What follows belongs to an exercise in optimizing a design on an open flow for small area, a short achievable clock period and few clock cycles; a production flow would make more cautious choices. The RTL was checked by simulation tests, not by an equivalence proof against the original design. No activity file was given, so power comes from the tool's default toggle rates.

`flow/design.v`:
```
module mit_codec #(
    parameter MAX_AREAS = 8
) (
    input  wire        clk,
    input  wire        rst,
    input  wire [31:0] mem_size,
    input  wire        cmd_valid,
    output wire        cmd_ready,
    input  wire [7:0]  cmd,
    input  wire [31:0] opa,
    input  wire [31:0] opb,
    output wire        rsp_done,
    output wire [7:0]  rsp_status,
    output wire        rsp_kind,
    output wire [31:0] rsp_value,
    output wire [3:0]  rsp_count,
    output wire [32:0] rsp_cur,
    output wire [32:0] rsp_fault_addr,
    output wire [3:0]  rsp_region,
    output wire [31:0] rsp_offset,
    output wire [31:0] rsp_base,
    output wire [8:0]  rsp_vld,
    output wire [7:0]  last_status,
    output wire        mem_req,
    output wire        mem_we,
    output wire [3:0]  mem_region,
    output wire [31:0] mem_offset,
    output wire [7:0]  mem_wdata,
    input  wire        mem_ack,
    input  wire [7:0]  mem_rdata,
    output wire        st_req,
    output wire        st_we,
    output wire [7:0]  st_wdata,
    input  wire        st_ans,
    input  wire        st_ans_fail,
    input  wire [7:0]  st_ans_data
);
    localparam [2:0] ST_OK        = 3'd0;
    localparam [2:0] ST_IO_ERROR  = 3'd1;
    localparam [2:0] ST_TOO_WIDE  = 3'd2;
    localparam [2:0] ST_INVALID   = 3'd3;
    localparam [2:0] ST_UNALIGNED = 3'd4;
    localparam [2:0] ST_TABLE_FULL = 3'd5;
    localparam [2:0] ST_EXHAUSTED = 3'd6;
    localparam [2:0] ST_BAD_CMD   = 3'd7;
    localparam [8:0] V_KIND = 9'd2, V_VALUE = 9'd4, V_COUNT = 9'd8, V_CUR = 9'd16,
                     V_FAULT = 9'd32, V_REGION = 9'd64, V_OFFSET = 9'd128, V_BASE = 9'd256;
    reg [32:0] t [0:8];
    reg [8:0]  al;
    reg [3:0]  na;
    reg        busy;
    reg        s_res, s_sub, s_mem, s_strm, s_r1, s_r2, s_alc;
    reg        isenc, ismem, gword;
    reg [32:0] cur;
    reg [31:0] acc;
    reg [31:0] ofs;
    reg        f32;
    reg [3:0]  reg_no;
    reg [8:0]  sel;
    reg        r_hit, r_is0;
    reg [2:0]  cnt;
    reg        kind;
    reg [2:0]  stat;
    reg [8:0]  vld;
    reg        done;
    reg [8:0] ge, gt, ge4, valid, at_na;
    integer k;
    always @(*) begin
        for (k = 0; k < 9; k = k + 1) begin
            ge[k]    = cur >= t[k];
            gt[k]    = cur > t[k];
            ge4[k]   = {cur[32:2], 2'b00} >= t[k];
            valid[k] = (k <= na);
            at_na[k] = (k == na);
        end
    end
    wire       l0 = s_r1 && (acc == 32'd0);
    reg  [8:0] cand, pick;
    reg  [3:0] pos;
    reg        lb;
    always @(*) begin
        for (k = 0; k < 9; k = k + 1) begin
            if (k == 8) lb = 1'b1;
            else        lb = at_na[k] || (al[k+1] ? ge4[k+1] : ge[k+1]);
            cand[k] = valid[k] && lb && (l0 ? !gt[k] : !ge[k]);
        end
        pick = 9'd0;
        pos  = 4'd0;
        for (k = 0; k < 9; k = k + 1)
            if (cand[k]) begin
                pick    = 9'd1 << k;
                pos     = k[3:0];
            end
    end
    wire       hit    = |cand;
    wire       is0    = |(pick & at_na);
    wire [3:0] region = na - pos;
    wire       same   = |(pick & sel);
    reg [32:0] tb;
    reg        ab;
    always @(*) begin
        tb = 33'd0;
        ab = 1'b0;
        for (k = 0; k < 8; k = k + 1)
            if (sel[k]) begin
                tb = tb | t[k+1];
                ab = ab | al[k+1];
            end
    end
    wire [1:0]  sub_lo  = ab ? ofs[1:0] : ofs[1:0] - tb[1:0];
    wire        sub_cin = ab ? (tb[1:0] == 2'd0) : (ofs[1:0] >= tb[1:0]);
    wire [29:0] sub_hi  = ofs[31:2] + ~tb[31:2] + {29'd0, sub_cin};
    wire [31:0] ofs_sub = {sub_hi, sub_lo};
    wire [32:0] nf = al[0] ? {t[0][32:2] + {30'd0, |t[0][1:0]}, 2'b00} : t[0];
    wire [32:0] asum = {1'b0, ofs} + {1'b0, acc};
    wire        aover = f32 || (asum[32] && (asum[31:0] != 32'd0));
    wire        last_k = (cnt == 3'd4);
    wire        enc_cont = !last_k && (kind ? (acc[31:6] != 26'd0)
                                            : !((&acc[31:5]) || !(|acc[31:5])));
    wire [7:0]  enc_byte = enc_cont ? {1'b1, acc[6:0]} : {1'b0, kind, acc[5:0]};
    wire [7:0]  in_byte = s_mem ? mem_rdata : st_ans_data;
    wire        dsext   = !in_byte[6] && in_byte[5];
    reg  [31:0] dec_acc;
    integer b;
    always @(*) begin
        for (b = 0; b < 32; b = b + 1) begin
            if (b / 7 == cnt)
                dec_acc[b] = (b % 7 == 6) ? (in_byte[7] ? in_byte[6] : dsext) : in_byte[b % 7];
            else if (b / 7 > cnt && !in_byte[7])
                dec_acc[b] = dsext;
            else
                dec_acc[b] = acc[b];
        end
    end
    assign cmd_ready      = !busy;
    assign rsp_done       = done;
    assign rsp_status     = {5'd0, stat};
    assign last_status    = {5'd0, stat};
    assign rsp_kind       = kind;
    assign rsp_value      = acc;
    assign rsp_count      = {1'b0, cnt};
    assign rsp_cur        = cur;
    assign rsp_fault_addr = {f32, ofs};
    assign rsp_region     = reg_no;
    assign rsp_offset     = ofs;
    assign rsp_base       = ofs;
    assign rsp_vld        = vld;
    assign mem_req    = s_mem;
    assign mem_we     = isenc;
    assign mem_region = reg_no;
    assign mem_offset = ofs;
    assign mem_wdata  = enc_byte;
    assign st_req     = s_strm;
    assign st_we      = isenc;
    assign st_wdata   = enc_byte;
    wire c_enc_s = (cmd == 8'h01) || (cmd == 8'h11);
    wire c_enc_m = (cmd == 8'h02) || (cmd == 8'h12);
    wire c_dec_s = (cmd == 8'h03);
    wire c_dec_m = (cmd == 8'h04);
    wire c_res   = (cmd == 8'h05) || (cmd == 8'h25);
    wire c_alloc = (cmd == 8'h06);
    wire c_align = (cmd == 8'h07);
    wire take    = !busy && cmd_valid;
    reg        fin;
    reg [2:0]  fin_st;
    reg [8:0]  fin_vld;
    reg        go_idle;
    wire       mem_byte = s_mem && mem_ack;
    wire       st_byte  = s_strm && st_ans && !st_ans_fail;
    wire       xbyte    = mem_byte || st_byte;
    wire       final_b  = isenc ? !enc_cont : !in_byte[7];
    wire       too_wide = !isenc && in_byte[7] && last_k;
    always @(*) begin
        fin     = 1'b0;
        fin_st  = ST_OK;
        fin_vld = 9'd0;
        if (take && c_align) begin
            fin = 1'b1;
        end else if (take && !(c_enc_s || c_enc_m || c_dec_s || c_dec_m || c_res || c_alloc)) begin
            fin = 1'b1; fin_st = ST_BAD_CMD;
        end
        if (s_strm && st_ans && st_ans_fail) begin
            fin = 1'b1; fin_st = ST_IO_ERROR; fin_vld = V_COUNT;
        end
        if (xbyte) begin
            if (final_b) begin
                fin = 1'b1;
                fin_vld = V_COUNT | (ismem ? V_CUR : 9'd0) | (isenc ? 9'd0 : (V_KIND | V_VALUE));
            end else if (too_wide) begin
                fin = 1'b1; fin_st = ST_TOO_WIDE;
                fin_vld = V_COUNT | (ismem ? (V_CUR | V_FAULT) : 9'd0);
            end else if (s_mem && !hit) begin
                fin = 1'b1; fin_st = ST_INVALID; fin_vld = V_COUNT | V_CUR | V_FAULT;
            end
        end
        if (s_res && !hit) begin
            fin = 1'b1; fin_st = ST_INVALID; fin_vld = V_COUNT | V_CUR | V_FAULT;
        end
        if (s_r2) begin
            fin = 1'b1;
            if (!r_hit || (|(sel & gt))) begin
                fin_st = ST_INVALID; fin_vld = V_FAULT;
            end else if (gword && (ofs[1:0] != 2'd0)) begin
                fin_st = ST_UNALIGNED; fin_vld = V_FAULT;
            end else begin
                fin_vld = V_REGION | V_OFFSET;
            end
        end
        if (s_alc) begin
            fin = 1'b1;
            if (na[3])      fin_st = ST_TABLE_FULL;
            else if (aover) fin_st = ST_EXHAUSTED;
            else            fin_vld = V_BASE | V_REGION;
        end
    end
    wire r2_sub   = s_r2 && r_hit && !(|(sel & gt)) && !(gword && (ofs[1:0] != 2'd0)) && !r_is0;
    wire alc_ok   = s_alc && !na[3] && !aover;
    always @(posedge clk) begin
        done <= fin && !rst;
        vld  <= (fin && !rst) ? (fin_vld | 9'd1) : 9'd0;
        if (rst)      stat <= ST_OK;
        else if (fin) stat <= fin_st;
        if (!busy) begin
            cur   <= {1'b0, opa};
            acc   <= opb;
            ofs   <= c_alloc ? nf[31:0] : opa;
            f32   <= c_alloc ? nf[32] : 1'b0;
            cnt   <= 3'd0;
            kind  <= cmd[4];
            isenc <= c_enc_s || c_enc_m;
            ismem <= c_enc_m || c_dec_m;
            gword <= cmd[5];
        end
        if (s_res && hit) begin
            sel    <= pick;
            reg_no <= region;
            if (is0) cur <= cur + 33'd1;
        end
        if (s_res && !hit) begin
            f32 <= cur[32];
        end
        if (s_sub) begin
            ofs <= ofs_sub;
            cur <= cur + 33'd1;
        end
        if (xbyte) begin
            cnt <= cnt + 3'd1;
            if (isenc) begin
                if (!final_b) acc <= $signed(acc) >>> 7;
            end else begin
                acc <= dec_acc;
                if (final_b) kind <= in_byte[6];
            end
        end
        if (mem_byte) begin
            if (final_b) begin
                if (last_k) cur <= cur + 33'd1;
            end else if (too_wide) begin
                cur <= cur + 33'd1;
                ofs <= cur[31:0];
                f32 <= cur[32];
            end else if (hit) begin
                sel    <= pick;
                reg_no <= region;
                ofs    <= same ? ofs + 32'd1 : 32'd0;
                if (cnt != 3'd3) cur <= cur + 33'd1;
            end else begin
                ofs <= cur[31:0];
                f32 <= cur[32];
            end
        end
        if (s_r1) begin
            sel    <= pick;
            reg_no <= region;
            r_hit  <= hit;
            r_is0  <= is0;
            cur    <= cur + {1'b0, acc};
        end
        if (r2_sub) ofs <= ofs_sub;
        if (alc_ok) begin
            for (k = 0; k < 8; k = k + 1) t[k+1] <= t[k];
            t[0]   <= asum;
            al     <= {al[7:0], 1'b0};
            na     <= na + 4'd1;
            reg_no <= na + 4'd1;
        end
        if (take && c_align) al[0] <= 1'b1;
        if (take) begin
            busy   <= c_enc_s || c_enc_m || c_dec_s || c_dec_m || c_res || c_alloc;
            s_strm <= c_enc_s || c_dec_s;
            s_res  <= c_enc_m || c_dec_m;
            s_r1   <= c_res;
            s_alc  <= c_alloc;
        end
        if (s_res) begin
            s_res <= 1'b0;
            s_sub <= hit && !is0;
            s_mem <= hit && is0;
            if (!hit) busy <= 1'b0;
        end
        if (s_sub) begin
            s_sub <= 1'b0;
            s_mem <= 1'b1;
        end
        if (s_r1) begin
            s_r1 <= 1'b0;
            s_r2 <= 1'b1;
        end
        if (s_r2 || s_alc) begin
            s_r2  <= 1'b0;
            s_alc <= 1'b0;
            busy  <= 1'b0;
        end
        if ((s_mem || s_strm) && fin) begin
            s_mem  <= 1'b0;
            s_strm <= 1'b0;
            busy   <= 1'b0;
        end
        if (rst) begin
            busy   <= 1'b0;
            s_res  <= 1'b0;
            s_sub  <= 1'b0;
            s_mem  <= 1'b0;
            s_strm <= 1'b0;
            s_r1   <= 1'b0;
            s_r2   <= 1'b0;
            s_alc  <= 1'b0;
            na     <= 4'd0;
            t[0]   <= {1'b0, mem_size};
            al[0]  <= 1'b0;
        end
    end
endmodule
```
`flow/run.sh`:
```
#!/bin/bash
# synth_recipe.tcl (not shown) runs the flow's synth.tcl, then flattens the netlist and writes it again
# the make line also repeats each setting of config.mk as NAME=value (left out here)
make -C /OpenROAD-flow-scripts/flow DESIGN_CONFIG=/design/flow/config.mk WORK_HOME=/design/flow/orfs CLKGATE_MAP_FILE= SYNTH_SCRIPT=/design/flow/synth_recipe.tcl finish
```
`flow/config.mk`:
```
export PLATFORM = sky130hd
export DESIGN_NAME = mit_codec
export DESIGN_NICKNAME = mit_codec
export VERILOG_FILES = /design/flow/design.v
export SDC_FILE = /design/flow/constraint.sdc
export NUM_CORES = 4
export LEC_CHECK = 0
export CAP_MARGIN = 20
export CORE_MARGIN = 2
export CORE_UTILIZATION = 40
export SLEW_MARGIN = 20
```
`flow/constraint.sdc`:
```
create_clock -name core_clock -period 12.0 [get_ports {clk}]
set_input_delay 2.4000 -clock core_clock [delete_from_list [all_inputs] [get_ports {clk}]]
set_output_delay 2.4000 -clock core_clock [all_outputs]
set_load 0.01 [all_outputs]
```
==> summary.txt <==
critical path, cell delays in order (launching register included):
cell and delay, ps:
dfxtp_1 730, inv_1 230, fa_1 510, nor2b_1 190
o31a_1 190, o31ai_1 80, buf_4 170, a21oi_1 210
o211ai_1 190, a2111oi_0 630, nand4_1 330, nor4_1 270
nand4b_1 200, nor4_4 450, o21ai_2 300, inv_8 720
buf_12 630
where the power goes:
group / internal (W) / switching, W / total, W
sequential: 0.00170 / 0.0000927 / 0.00180
combinational: 0.000440 / 0.000615 / 0.00106
clock: 0.00100 / 0.000726 / 0.00173
total: 0.00315 / 0.00143 / 0.00458
placed cells by master, fill, tap and decap left out, types with 70 or more instances in the layout:
cell type / instances
nor2_1: 223
xnor2_1: 98
a211oi_1: 70
a22oi_1: 141
nand4_1: 92
nand3_1: 103
buf_4: 76
edfxtp_1: 344
dfxtp_1: 103
nand2_1: 287
ha_1: 405
a21oi_1: 281
inv_1: 367
clkdlybuf4s50_1: 367
o21ai_0: 182
metal layers:
| layer | track usage (%) | part of all wire, % | vias up | wire (µm) |
|---|---|---|---|---|
| met5 | 0 | 0 | - | 0 |
| met4 | 12.8 | 4.6 | 0 | 6700 |
| met3 | 6.35 | 8.8 | 296 | 12800 |
| met2 | 50.6 | 46 | 1652 | 66900 |
| met1 | 39.8 | 41 | 15900 | 59500 |
| li1 | - | - | 15200 | - |
path summary, 6_finish.rpt:
check             startpoint        to  depth (start not counted)
setup / recovery      ofs[1]   t[8][0]                         16
hold / removal      t[0][32]  t[1][32]                          0
hold reg to reg     t[0][32]  t[1][32]                          0
setup reg to reg      ofs[1]   t[8][0]                         16
logic make-up (layout without fill, tap and decap cells):
group                      after synthesis  after routing  synth area share [%]
adders and majority gates              411            411                  14.4
and+or+nand+nor                       1085           1085                  15.4
buffers and inverters                  646            916                  8.27
AOI/OAI and AO/OA                     1147           1147                  21.9
other                                    1             13                0.0104
muxes                                   72             72                  2.06
xor gates and xnor gates               134            134                  3.27
DFF                                    449            449                  34.6
cell type report:
cell class                 instances  share of cell area (%)
tap                             1165                    3.47
antenna                            2                  0.0119
clock buffer                      67                    3.43
clock inverter                    36                   0.885
timing repair buffer             445                    10.2
multi-input combinational       2860                    49.1
sequential                       449                    29.6
inverter                         368                    3.31
sequential cells by signal, indices dropped and copies added, names as in the netlist, 3 cells and up:
name / cells
acc: 32
t: 297
ofs: 32
sel: 9
vld: 8
cnt: 3
cur: 33
reg_no: 4
stat: 3
na: 4
al: 9
per-stage QoR:
step | utilization, % | setup slack (ps) | hold slack, ps | instance area, µm² | power, W
final | 47.3 | 5290 | 422 | 42000 | 0.00458
after global placement | 45.3 | 5420 | 414 | 40100 | 0.00286
after detailed placement | 45.3 | 5350 | 416 | 40100 | 0.00286
after CTS | 47.3 | 5350 | 417 | 42000 | 0.00457
after floorplan | - | 4540 | 406 | 35900 | 0.00244
after global routing | 47.3 | 4970 | 435 | 42000 | 0.00474
==> summary.txt <==
RD Place Congestion slightly below 1; vias post-DR between 30000 and 40000; number of global-route vias before repair about 32000; Seq/Total Area, Yosys between 30% and 40%; post-CTS setup buffer count 0; CTS H-tree depth 2; Final nets 4716; commonest cells in the netlist ha_1 (405), inv_1 (367), edfxtp_1 (344), nand2_1 (287), a21oi_1 (281); share of the synthesized area in the top cell type between 20% and 30%; r2r setup slk 5290 ps; Worst Setup Start Kind register; WL final about 150 mm; area of the multi-input gates between 0.02 and 0.025 mm²; chip height 304 µm; clock period minus final worst setup slack 6710 ps; post-DR vias/cell 6.13; Max Cap Viol 0; static leakage roughly 16 nW; P&R area growth vs syn 16.9%; Slew @ Worst Pin 1090 ps; fmax 149 MHz; clock latency on the worst-skew pair ~640 ps; TritonCTS Buffers 55; worst vdd ir 0.112 mV; RSZ-0062 raised after global routing no; Worst slew margin around 27%; Clock Root Buffer clkbuf_16; mapped cell area 0.0359 mm²; CP Capture Type register; pwr dens 109 mW/mm²; Main synth FF type edfxtp_1; initial antenna violation count 4; Min-Delay Path Class reg2reg; share of cells above drive strength 1 under 10%; clock skew 23.3 ps; Rows 109; I/O Pins 380; FF+latch count, synth ~450; DIE WIDTH approximately 300 µm; Core Region 0.0886 mm²; syn avg cell area slightly above 9 µm²; post-CTS resize count 0; Hold Violations, Final 0; drt pass-1 iters 6; Post-CTS Hold Buffers 0; synthesized instance count 3945; DR iter-0 viols 3433; max-slew violation count 0; CP Data Required Time roughly 12000 ps; asr flop ratio synth 0%; clk buf depth 3; largest net degree at the start of global routing between 100 and 150; Layout Cells excl Fill roughly 5400; routed len/inst between 20 and 30 µm; Final setup viols 0; CTS tree built; final critical-path share of the clock period between 50% and 60%; run status timing/DRC/antenna clean; Reg area ~0.012 mm²; number of placed cells counting well taps ~5300; Yosys cell types 100; clock sinks 449; global route total overflow 0; Max Fanout on Critical Path 147; Reg clk slew, reported paths 60 ps; Routed Antenna Nets 0; Filler cells about 8500; Post-synth EDFFs around 340; Post-DP HPWL between 100 and 150 mm; DRC Markers 0; Starting Density between 40% and 50%; critical path class reg2reg; first-pass GRT wire length roughly 210 mm; WP data arrival 6970 ps; top cells by area, synth edfxtp_1 (29%), ha_1 (14%), dfxtp_1 (5.9%); top-count cell post-synth ha_1; gr usage total 31.0%; PortBufs 368; Total Negative Setup Slacks 0 ps; die area 0.0922 mm²; YS warnings 2; area leader, netlist edfxtp_1
Testbench counts, summed over its fixed seeds: cycles 11,557.

-- separate check: timing with driven ports --
No port has a modelled driver above. Below, the same layout with a new extraction and two added sets of constraints. Step 1 assumes that a clkbuf_16 drives the clock port and a buf_2 every other input. Step 2, shift: input delay + t, output delay - t, t = (earliest + latest rising clock arrival at the registers) / 2. This alone moves slack from input paths to output paths. Three values: ideal ports, drivers, drivers and shift; two values: the first two.
t (ns): 0.693
setup slack, ns: 5.286 / 5.286 / 5.286
hold slack, ns: 0.422 / 0.422 / 0.422
slew at the worst register clock pin (ns): 0.07 / 0.07
worst data-port slew with drivers (ns): 0.15
After both steps this run still meets setup and hold. The setup slack of this run moves by 0.000 ns with the drivers and by 0.000 ns with both steps.
